Context: an optimization exercise on an open-source flow, tuned for small area. The choices shown serve that exercise and are no tape-out recipe. At most, simulation tests tie the RTL to the original design; equivalence was not proved. Power is estimated from default activity; no workload was simulated.

==> run P <==
// fcps
module fcps (
    input  wire        clk,
    input  wire        rst,
    input  wire        bus_we,
    input  wire [8:0]  bus_addr,
    input  wire [31:0] bus_wdata,
    output reg  [31:0] bus_rdata,
    output wire        irq,
    input  wire        tick,
    output wire        tp_open_req,
    output wire [31:0] tp_baud,
    input  wire        tp_open_ok,
    input  wire        tp_open_err,
    output wire        rts,
    output wire        dtr,
    input  wire        tp_rts_unsup,
    input  wire        tp_dtr_unsup,
    output wire        tp_flush_in,
    output wire        tp_flush_out,
    output wire        tx_valid,
    output wire [7:0]  tx_data,
    input  wire        tx_ready,
    input  wire        tp_wr_err,
    input  wire        rx_valid,
    input  wire [7:0]  rx_data,
    output wire        tp_close
);
==> module fcps_winmux, before the edit <==
module fcps_winmux (
    input  wire [2047:0] words,
    input  wire [5:0]    sel,
    output wire [31:0]   word
);
    wire [63:0] oh = 64'd1 << sel;
    genvar b, k;
    generate
        for (b = 0; b < 32; b = b + 1) begin : g_bit
            wire [21:0] t;
            for (k = 0; k < 21; k = k + 1) begin : g_term
                fcps_aoi222 u_aoi (.a1(oh[3*k]),     .a2(words[32*(3*k) + b]),
                                   .b1(oh[3*k + 1]), .b2(words[32*(3*k + 1) + b]),
                                   .c1(oh[3*k + 2]), .c2(words[32*(3*k + 2) + b]),
                                   .y(t[k]));
            end
            fcps_nand2 u_last (.a(oh[63]), .b(words[32*63 + b]), .y(t[21]));
            assign word[b] = ~&t;
        end
    endgenerate
endmodule
export LEC_CHECK = 0
export CAP_MARGIN = 20
export CORE_MARGIN = 2
export CORE_UTILIZATION = 65
export SLEW_MARGIN = 20
export SYNTH_HIERARCHICAL = 1
create_clock -name core_clock -period 20.0 [get_ports {clk}]
standard.sh (not shown) runs the stock make flow with config.mk's settings and CLKGATE_MAP_FILE= SYNTH_SCRIPT=/design/flow/synth_recipe.tcl, a recipe that flattens the netlist after the stock synthesis.
==> flow/flow/run.sh <==
#!/bin/bash
# The standard layout, with the clock tree built without dummy loads from
# clkbuf_8 clusters, and the ports buffered with the smallest buffer.
set -euo pipefail
CTS="-sink_clustering_enable -repair_clock_nets -dont_use_dummy_load"
CTS="$CTS -buf_list sky130_fd_sc_hd__clkbuf_8 -sink_clustering_size 16 -sink_clustering_max_diameter 50"
bash standard.sh "CTS_ARGS=$CTS" "BUFFER_PORTS_ARGS=-buffer_cell sky130_fd_sc_hd__buf_1" finish > flow_make.log 2>&1
==> inputs of run A, as changes to run P <==
--- a/flow/design.v
+++ b/flow/design.v
@@ -661,28 +661,28 @@
         end
     end
 endmodule
 module fcps_winmux (
     input  wire [2047:0] words,
     input  wire [5:0]    sel,
     output wire [31:0]   word
 );
-    wire [63:0] oh = 64'd1 << sel;
+    wire [65:0]   oh = {2'b00, 64'd1 << sel};
+    wire [2111:0] w  = {64'd0, words};           
     genvar b, k;
     generate
         for (b = 0; b < 32; b = b + 1) begin : g_bit
             wire [21:0] t;
-            for (k = 0; k < 21; k = k + 1) begin : g_term
-                fcps_aoi222 u_aoi (.a1(oh[3*k]),     .a2(words[32*(3*k) + b]),
-                                   .b1(oh[3*k + 1]), .b2(words[32*(3*k + 1) + b]),
-                                   .c1(oh[3*k + 2]), .c2(words[32*(3*k + 2) + b]),
+            for (k = 0; k < 22; k = k + 1) begin : g_term
+                fcps_aoi222 u_aoi (.a1(oh[3*k]),     .a2(w[32*(3*k) + b]),
+                                   .b1(oh[3*k + 1]), .b2(w[32*(3*k + 1) + b]),
+                                   .c1(oh[3*k + 2]), .c2(w[32*(3*k + 2) + b]),
                                    .y(t[k]));
             end
-            fcps_nand2 u_last (.a(oh[63]), .b(words[32*63 + b]), .y(t[21]));
             assign word[b] = ~&t;
         end
     endgenerate
 endmodule
 module fcps_aoi222 (
     input  wire a1, a2, b1, b2, c1, c2,
     output wire y
 );
Settings changed: CORE_UTILIZATION 65 to 50.
==> inputs of run K, as changes to run P <==
--- a/flow/design.v
+++ b/flow/design.v
@@ -62,20 +62,20 @@
     reg [7:0]   tx_op;
     reg [8:0]   rxlen;
     reg [8:0]   plen;
     reg [1:0]   bi, wi;
     reg         vi;
     reg [4:0]   att;
     reg         attf;           
     reg [127:0] hist;
-    reg [31:0]  cnt, icnt;      
-    wire        cnt_z = (cnt == 32'd0);
+    reg [31:0]  tcnt;           
+    wire        tge;            
     reg [1:0]   txi, bsel;
-    reg [3:0]   outcome, finres;
+    reg [3:0]   outcome;
     reg         rcont, capen;
     reg         rts_q, dtr_q;
     reg [8*RXCAP-1:0] rxbuf;         
     wire busy = (phase != PH_IDLE) || cancel_pend || close_pend;
     function [17:0] wake_seq;
         input [1:0] id;
         case (id)
             2'd0: wake_seq = {2'd0, 8'h00, 8'h00};
@@ -136,30 +136,30 @@
             2'd2: wsel = wl[5:4];
             default: wsel = wl[7:6];
         endcase
     endfunction
     wire [17:0] tx_wseq = wake_seq(tx_wid);
     wire [34:0] tx_enc  = enc(tx_op, tx_ck, tx_wid);
     wire [31:0] txbuf   = tx_w ? {16'd0, tx_wseq[15:0]} : tx_enc[31:0];
     wire [2:0]  txlen   = tx_w ? {1'b0, tx_wseq[17:16]} : tx_enc[34:32];
-    reg  [7:0] lastb;
+    reg        last_ea;      
     wire [7:0] last_idx = rxlen[7:0] - 8'd1;
     wire [7:0] rx_b0    = rxbuf[7:0];
     wire [7:0] rx_b1    = rxbuf[15:8];
-    wire [3:0] dec_cap  = dec(rxlen, rx_b0, rx_b1, lastb);       
+    wire [3:0] dec_cap  = dec(rxlen, rx_b0, rx_b1, last_ea ? 8'hEA : 8'h00);       
     wire [3:0] dec_now;                                         
     wire [8:0] rxlen_host = (bus_wdata[8:0] > RXCAP) ? RXCAP : bus_wdata[8:0];
     wire [5:0]  win_sel  = bus_addr[8] ? bus_addr[7:2] : last_idx[7:2];
     wire [31:0] win_word;
     fcps_winmux u_winmux (.words(rxbuf), .sel(win_sel), .word(win_word));
     assign irq          = done;
     assign tp_open_req  = (phase == PH_OPEN);
-    assign tp_baud      = (bsel == 2'd0) ? baud0 : (bsel == 2'd1) ? baud1 :
-                          (bsel == 2'd2) ? baud2 : baud3;
+    wire [3:0]  bsel_oh     = 4'd1 << bsel;
+    fcps_mux4oh u_baudmux (.oh(bsel_oh), .d0(baud0), .d1(baud1), .d2(baud2), .d3(baud3), .q(tp_baud));
     assign rts          = rts_q;
     assign dtr          = dtr_q;
     assign tp_flush_in  = (phase == PH_PURGE);
     assign tp_flush_out = (phase == PH_PURGE);
     assign tx_valid     = (phase == PH_TX);
     assign tx_data      = txbuf[8*txi +: 8];
     assign tp_close     = (phase == PH_CLOSE);
     wire [31:0] status = {8'h00, phase, close_pend, cancel_pend, operr, rx_late, rx_ovf,
@@ -203,19 +203,19 @@
     wire l2_ok = !busy && !topen;
     reg cap_we;              
     always @* begin
         cap_we = 1'b0;
         if (rx_valid) begin
             if (phase == PH_AWAIT) begin
                 if (!cancel_pend) begin
                     if (rxlen == 9'd0)
-                        cap_we = !cnt_z;
+                        cap_we = !tge;
                     else
-                        cap_we = !(rxlen == RXCAP || icnt >= t_idle);
+                        cap_we = !(rxlen == RXCAP || tge);
                 end
             end else if (phase != PH_PURGE && capen && rxlen < RXCAP) begin
                 cap_we = 1'b1;
             end
         end
     end
     wire win_we = bus_we && wr_w[6] && l2_ok;
     wire [5:0] wa_word = win_we ? wr_w[5:0] : rxlen[7:2];
@@ -233,17 +233,17 @@
             for (bj = 0; bj < 8; bj = bj + 1) begin : g_bit
                 fcps_hold u_hold (.en(en), .en_n(en_n), .d(wa_data[8*(gi % 4) + bj]),
                                   .q(rxbuf[8*gi + bj]), .nx(rxbuf_nx[8*gi + bj]));
             end
         end
     endgenerate
     always @(posedge clk) rxbuf <= rxbuf_nx;
     always @(posedge clk)
-        if (cap_we) lastb <= rx_data;
+        if (cap_we) last_ea <= (rx_data == 8'hEA);
     assign dec_now = dec(rxlen, rx_b0, rx_b1, win_word[8*last_idx[1:0] +: 8]);
     wire w_cmd   = bus_we && wr_w == 7'h02 && l1_ok;
     wire w_wake  = bus_we && wr_w == 7'h03 && l1_ok;
     wire w_baud0 = bus_we && wr_w == 7'h04 && l2_ok;
     wire w_baud1 = bus_we && wr_w == 7'h05 && l2_ok;
     wire w_baud2 = bus_we && wr_w == 7'h06 && l2_ok;
     wire w_baud3 = bus_we && wr_w == 7'h07 && l2_ok;
     wire w_nbaud = bus_we && wr_w == 7'h08 && l2_ok;
@@ -313,16 +313,36 @@
     genvar hi;
     generate
         for (hi = 0; hi < 32; hi = hi + 1) begin : g_hist
             fcps_holdv #(4) u_h (.en(h_clr || (h_we && att == 5'(hi))), .d(h_clr ? 4'hF : h_val),
                                  .q(hist[4*hi +: 4]), .nx(hist_nx[4*hi +: 4]));
         end
     endgenerate
     always @(posedge clk) hist <= hist_nx;
+    wire tx_last    = ({1'b0, txi} == txlen - 3'd1);
+    wire aw_entry   = ((phase == PH_TX) && !cancel_pend && !tp_wr_err && tx_ready && tx_last && runf) ||
+                      (op_accept && opc == OP_AWAIT);
+    wire to_quiet   = ((phase == PH_NEXT) && (outcome != R_OK) &&
+                       (!vi || ({1'b0, wi} + 3'd1 < nwake))) ||
+                      ((phase == PH_CLOSE) && runf && rcont);
+    wire tcnt_clr   = rst || cap_we || (phase == PH_PURGE) ||
+                      (op_accept && opc == OP_SEND && sstate == SS_DECODED) ||
+                      (phase == PH_RTS) || (phase == PH_DTR) || to_quiet ||
+                      (aw_entry && rxlen == 9'd0);
+    wire        aw0     = (phase == PH_AWAIT) && (rxlen == 9'd0);
+    wire [3:0]  tlim_oh = {(phase == PH_AWAIT) && !aw0, (phase == PH_QUIET), aw0,
+                           (phase == PH_SETTLE1) || (phase == PH_SETTLE2)};
+    wire [31:0] tlim;
+    wire [31:0] tcnt_nx;
+    fcps_mux4oh u_tlim (.oh(tlim_oh), .d0(t_settle), .d1(t_resp), .d2(t_quiet), .d3(t_idle), .q(tlim));
+    assign tge     = (tcnt >= tlim);
+    assign tcnt_nx = tcnt_clr ? 32'd0 : tick ? sat_inc(tcnt) : tcnt;
+    always @(posedge clk)
+        tcnt <= tcnt_nx;
     task do_finish;
         input [3:0] r;
         input       close_pend_next;
         begin
             result      <= r;
             runf        <= 1'b0;
             rcont       <= 1'b0;
             cancel_pend <= 1'b0;
@@ -339,17 +359,17 @@
                 sstate <= SS_TIMEDOUT;
                 plen   <= 9'd0;
                 if (rx_valid) rx_late <= 1'b1;
             end
             if (runf && (phase == PH_TX || phase == PH_AWAIT)) begin
                 attf <= 1'b1;
             end
             if (topen && (runf || close_pend || phase == PH_SETTLE1 || phase == PH_SETTLE2)) begin
-                finres <= R_TIMEOUT;
+                outcome <= R_TIMEOUT;
                 rcont  <= 1'b0;
                 phase  <= PH_CLOSE;
             end else begin
                 do_finish(R_TIMEOUT, close_pend);
             end
         end
     endtask
     task do_outcome;
@@ -374,26 +394,26 @@
     endtask
     always @(posedge clk) begin
         if (rst) begin
             sstate <= SS_CREATED; runf <= 1'b0; done <= 1'b0; topen <= 1'b0;
             result <= R_NONE; lcu_rts <= 1'b0; lcu_dtr <= 1'b0; rx_ovf <= 1'b0; rx_late <= 1'b0;
             operr <= 2'd0; cancel_pend <= 1'b0; close_pend <= 1'b0; phase <= PH_IDLE;
             rxlen <= 9'd0; plen <= 9'd0;
             bi <= 2'd0; wi <= 2'd0; vi <= 1'b0; att <= 5'd0; attf <= 1'b0;
-            icnt <= 32'd0; txi <= 2'd0; bsel <= 2'd0;
-            outcome <= R_NONE; finres <= R_NONE; rcont <= 1'b0; capen <= 1'b0;
+            txi <= 2'd0; bsel <= 2'd0;
+            outcome <= R_NONE; rcont <= 1'b0; capen <= 1'b0;
             rts_q <= 1'b0; dtr_q <= 1'b0;
         end else begin
             case (phase)
                 PH_IDLE: begin
                     if (close_pend) begin
                         cancel_pend <= 1'b0;
                         if (topen) begin
-                            finres <= result;
+                            outcome <= result;
                             done   <= 1'b0;
                             phase  <= PH_CLOSE;
                         end else begin
                             sstate     <= SS_CLOSED;
                             close_pend <= 1'b0;
                             done       <= 1'b1;
                         end
                     end else if (cancel_pend) begin
@@ -408,47 +428,45 @@
                         end
                         do_finish(R_OPENERR, close_pend);
                     end else if (tp_open_ok) begin
                         topen <= 1'b1;
                         rts_q <= linecfg[0];
                         dtr_q <= linecfg[1];
                         if (cancel_pend) begin
                             cancel_pend <= 1'b0;
-                            finres <= R_TIMEOUT;
+                            outcome <= R_TIMEOUT;
                             rcont  <= 1'b0;
                             phase  <= PH_CLOSE;
                         end else begin
                             phase <= PH_RTS;
                         end
                     end
                 end
                 PH_RTS: begin
                     rts_q   <= 1'b0;
                     lcu_rts <= lcu_rts | tp_rts_unsup;
-                    cnt     <= t_settle;
                     phase   <= PH_SETTLE1;
                 end
                 PH_SETTLE1: begin
                     if (cancel_pend)            do_abort;
-                    else if (cnt_z)   phase <= PH_DTR;
-                    else if (tick)              cnt <= cnt - 32'd1;
+                    else if (tge)   phase <= PH_DTR;
+                    ;
                 end
                 PH_DTR: begin
                     dtr_q   <= 1'b0;
                     lcu_dtr <= lcu_dtr | tp_dtr_unsup;
-                    cnt     <= t_settle;
                     phase   <= PH_SETTLE2;
                 end
                 PH_SETTLE2: begin
                     if (cancel_pend)            do_abort;
-                    else if (cnt_z) begin
+                    else if (tge) begin
                         sstate <= SS_LINECOND;
                         phase  <= PH_PURGE;
-                    end else if (tick)          cnt <= cnt - 32'd1;
+                    end
                 end
                 PH_PURGE: begin
                     rxlen   <= 9'd0;
                     rx_ovf  <= 1'b0;
                     rx_late <= 1'b0;
                     capen   <= 1'b1;
                     sstate  <= SS_PURGED;
                     if (runf) begin
@@ -469,114 +487,104 @@
                             phase   <= PH_NEXT;
                         end else begin
                             do_finish(R_WRITEERR, close_pend);
                         end
                     end else if (tx_ready) begin
                         if ({1'b0, txi} == txlen - 3'd1) begin
                             if (runf) begin
                                 sstate <= SS_AWAITING;
-                                cnt    <= t_resp;
                                 phase  <= PH_AWAIT;
                             end else begin
                                 sstate <= SS_SENT;
                                 do_finish(R_OK, close_pend);
                             end
                         end else begin
                             txi <= txi + 2'd1;
                         end
                     end
                 end
                 PH_AWAIT: begin
                     if (cancel_pend) begin
                         do_abort;
                     end else if (rxlen == 9'd0) begin
-                        if (cnt_z)      do_outcome(R_TIMEOUT);
+                        if (tge)      do_outcome(R_TIMEOUT);
                         else if (rx_valid)      rxlen <= 9'd1;
-                        else if (tick)          cnt <= cnt - 32'd1;
                     end else begin
-                        if (rxlen == RXCAP || icnt >= t_idle)
+                        if (rxlen == RXCAP || tge)
                             do_outcome(dec_cap);
                         else if (rx_valid)
                             rxlen <= rxlen + 9'd1;
                     end
                 end
                 PH_NEXT: begin
                     attf <= 1'b1;
                     if (outcome == R_OK) begin
-                        finres <= R_OK;
+                        outcome <= R_OK;
                         rcont  <= 1'b0;
                         phase  <= PH_CLOSE;
                     end else if (vi == 1'b0) begin
                         vi  <= 1'b1;
                         att <= att + 5'd1; attf <= 1'b0;
-                        cnt <= t_quiet;
                         phase <= PH_QUIET;
                     end else if ({1'b0, wi} + 3'd1 < nwake) begin
                         wi  <= wi + 2'd1;
                         vi  <= 1'b0;
                         att <= att + 5'd1; attf <= 1'b0;
-                        cnt <= t_quiet;
                         phase <= PH_QUIET;
                     end else if ({1'b0, bi} + 3'd1 < nbaud) begin
                         bi  <= bi + 2'd1;
                         wi  <= 2'd0;
                         vi  <= 1'b0;
                         att <= att + 5'd1; attf <= 1'b0;
                         rcont <= 1'b1;
                         phase <= PH_CLOSE;
                     end else begin
-                        finres <= R_EXHAUSTED;
+                        outcome <= R_EXHAUSTED;
                         rcont  <= 1'b0;
                         phase  <= PH_CLOSE;
                     end
                 end
                 PH_CLOSE: begin
                     topen      <= 1'b0;
                     capen      <= 1'b0;
                     rts_q      <= 1'b0;
                     dtr_q      <= 1'b0;
                     sstate     <= SS_CLOSED;
                     close_pend <= 1'b0;
                     if (runf && rcont) begin
                         rcont <= 1'b0;
-                        cnt   <= t_quiet;
                         phase <= PH_QUIET;
                     end else begin
-                        do_finish(finres, 1'b0);
+                        do_finish(outcome, 1'b0);
                     end
                 end
                 PH_QUIET: begin
                     if (cancel_pend) begin
                         do_abort;
-                    end else if (cnt_z) begin
+                    end else if (tge) begin
                         if (topen) begin
                             phase <= PH_PURGE;
                         end else begin
                             sstate <= SS_CREATED;
                             bsel   <= bi;
                             phase  <= PH_OPEN;
                         end
-                    end else if (tick) begin
-                        cnt <= cnt - 32'd1;
                     end
                 end
                 default: ;
             endcase
             if (phase != PH_AWAIT && rx_valid && phase != PH_PURGE) begin
                 if (capen) begin
                     if (rxlen < RXCAP) rxlen <= rxlen + 9'd1;
                     else               rx_ovf <= 1'b1;
                 end else if (topen) begin
                     rx_late <= 1'b1;
                 end
             end
-            if (cap_we)                  icnt <= 32'd0;
-            else if (phase == PH_PURGE)  icnt <= 32'd0;
-            else if (tick)               icnt <= sat_inc(icnt);
             if (bus_we) begin
                 case (wr_w)
                     7'h00: begin
                         if (badop) begin
                             operr <= 2'd1;
                         end else if (!legal) begin
                             operr <= 2'd2;
                         end else begin
@@ -607,32 +615,30 @@
                                 end
                                 OP_PURGE: phase <= PH_PURGE;
                                 OP_SEND: begin
                                     txi   <= 2'd0;
                                     if (sstate == SS_DECODED) begin
                                         rxlen   <= 9'd0;
                                         rx_ovf  <= 1'b0;
                                         rx_late <= 1'b0;
-                                        icnt    <= 32'd0;
                                         capen   <= 1'b1;
                                     end
                                     phase <= PH_TX;
                                 end
                                 OP_AWAIT: begin
                                     sstate <= SS_AWAITING;
-                                    cnt    <= t_resp;
                                     phase  <= PH_AWAIT;
                                 end
                                 OP_CLOSE: begin
                                     if (busy) begin
                                         cancel_pend <= 1'b1;
                                         close_pend  <= 1'b1;
                                     end else if (topen) begin
-                                        finres <= R_OK;
+                                        outcome <= R_OK;
                                         phase  <= PH_CLOSE;
                                     end else begin
                                         sstate <= SS_CLOSED;
                                         result <= R_OK;
                                         done   <= 1'b1;
                                     end
                                 end
                                 OP_RUN: begin
@@ -703,16 +709,32 @@
     wire en_n = ~en;
     genvar i;
     generate
         for (i = 0; i < W; i = i + 1) begin : g
             fcps_hold u_hold (.en(en), .en_n(en_n), .d(d[i]), .q(q[i]), .nx(nx[i]));
         end
     endgenerate
 endmodule
+module fcps_mux4oh (
+    input  wire [3:0]  oh,
+    input  wire [31:0] d0, d1, d2, d3,
+    output wire [31:0] q
+);
+    genvar i;
+    generate
+        for (i = 0; i < 32; i = i + 1) begin : g
+            wire t0, t1;
+            fcps_aoi222 u_aoi (.a1(oh[0]), .a2(d0[i]), .b1(oh[1]), .b2(d1[i]), .c1(oh[2]), .c2(d2[i]),
+                               .y(t0));
+            fcps_nand2 u_n3 (.a(oh[3]), .b(d3[i]), .y(t1));
+            fcps_nand2 u_o (.a(t0), .b(t1), .y(q[i]));
+        end
+    endgenerate
+endmodule
 module fcps_regmux (
     input  wire [23:0]  oh,
     input  wire [767:0] regw,
     output wire [31:0]  q
 );
     wire t0_0;
     fcps_aoi222 u_t0_0 (.a1(oh[0]), .a2(regw[0]), .b1(oh[1]), .b2(regw[32]), .c1(oh[2]), .c2(regw[64]), .y(t0_0));
     wire t0_1;
Settings changed: CAP_MARGIN 20 to 30, CORE_UTILIZATION 65 to 60.
==> comparison table <==
| item | run A | run K | run P |
|---|---|---|---|
| Num sequential | 2,626 | 2,583 | 2,626 |
| Number of design-rule violations left by the first detailed-router iteration | 16,600 | 19,700 | 20,900 |
| Highest achievable clock rate | 73.4 MHz | 73.2 MHz | 71.4 MHz |
| Met2 Usage GRT | 0.587 | 0.664 | 0.702 |
| Number of global-route vias before repair | 85,500 | 85,900 | 88,800 |
| Die ar. | 0.205 mm² | 0.168 mm² | 0.158 mm² |
| Final #Nets | 9,700 | 9,509 | 9,544 |
| TritonCTS sink count | 2,626 | 2,583 | 2,626 |
| Least setup slack across all paths after layout | 6.38 ns | 6.35 ns | 6.00 ns |
| Cell-internal power | 6.74 mW | 6.45 mW | 6.58 mW |
| Area fraction of clock buffers and clock inverters | 0.0301 | 0.0266 | 0.0261 |
| Global routing usage on met1 | 0.543 | 0.618 | 0.630 |
| Placement-stage worst setup slack | 6.38 ns | 6.53 ns | 6.60 ns |
| WP depth | 12 | 13 | 12 |
| Status | no timing/DRC/antenna violations | no timing/DRC/antenna violations | no timing/DRC/antenna violations |
| Switching share of power | 0.269 | 0.261 | 0.265 |
| Synthesized area | 0.101 mm² | 0.0986 mm² | 0.101 mm² |
For run P, only the layout was checked, not whether the RTL still works.

-- separate check: timing with driven ports --
No port has a modelled driver above. Below, the same layouts with a new extraction and two added sets of constraints. Step 1, drivers: a clkbuf_16 drives clk and a buf_2 each remaining input, both assumed. Step 2 also shifts input and output timing later by t, the mid clock arrival at the registers, as if the neighbouring blocks saw the same clock. Three values: no drivers, after step 1, after step 2; two values: the first two.
run	t (ns)	slack for setup (ns)	hold WS [ns]	clock arrival spread, ns	worst slew at a driven data input, ns
run P	1.065	5.995 / 5.973 / 5.973	0.471 / 0.471 / 0.471	0.166 / 0.166	0.22
run A	1.123	6.382 / 6.360 / 6.360	0.471 / 0.471 / 0.471	0.152 / 0.152	0.21
run K	1.081	6.347 / 6.324 / 6.324	0.473 / 0.473 / 0.473	0.141 / 0.141	0.17
After both steps setup and hold are still met in every run listed. For run K, which loses most, drivers alone change the setup slack by -0.023 ns; drivers and shift together by -0.023 ns.
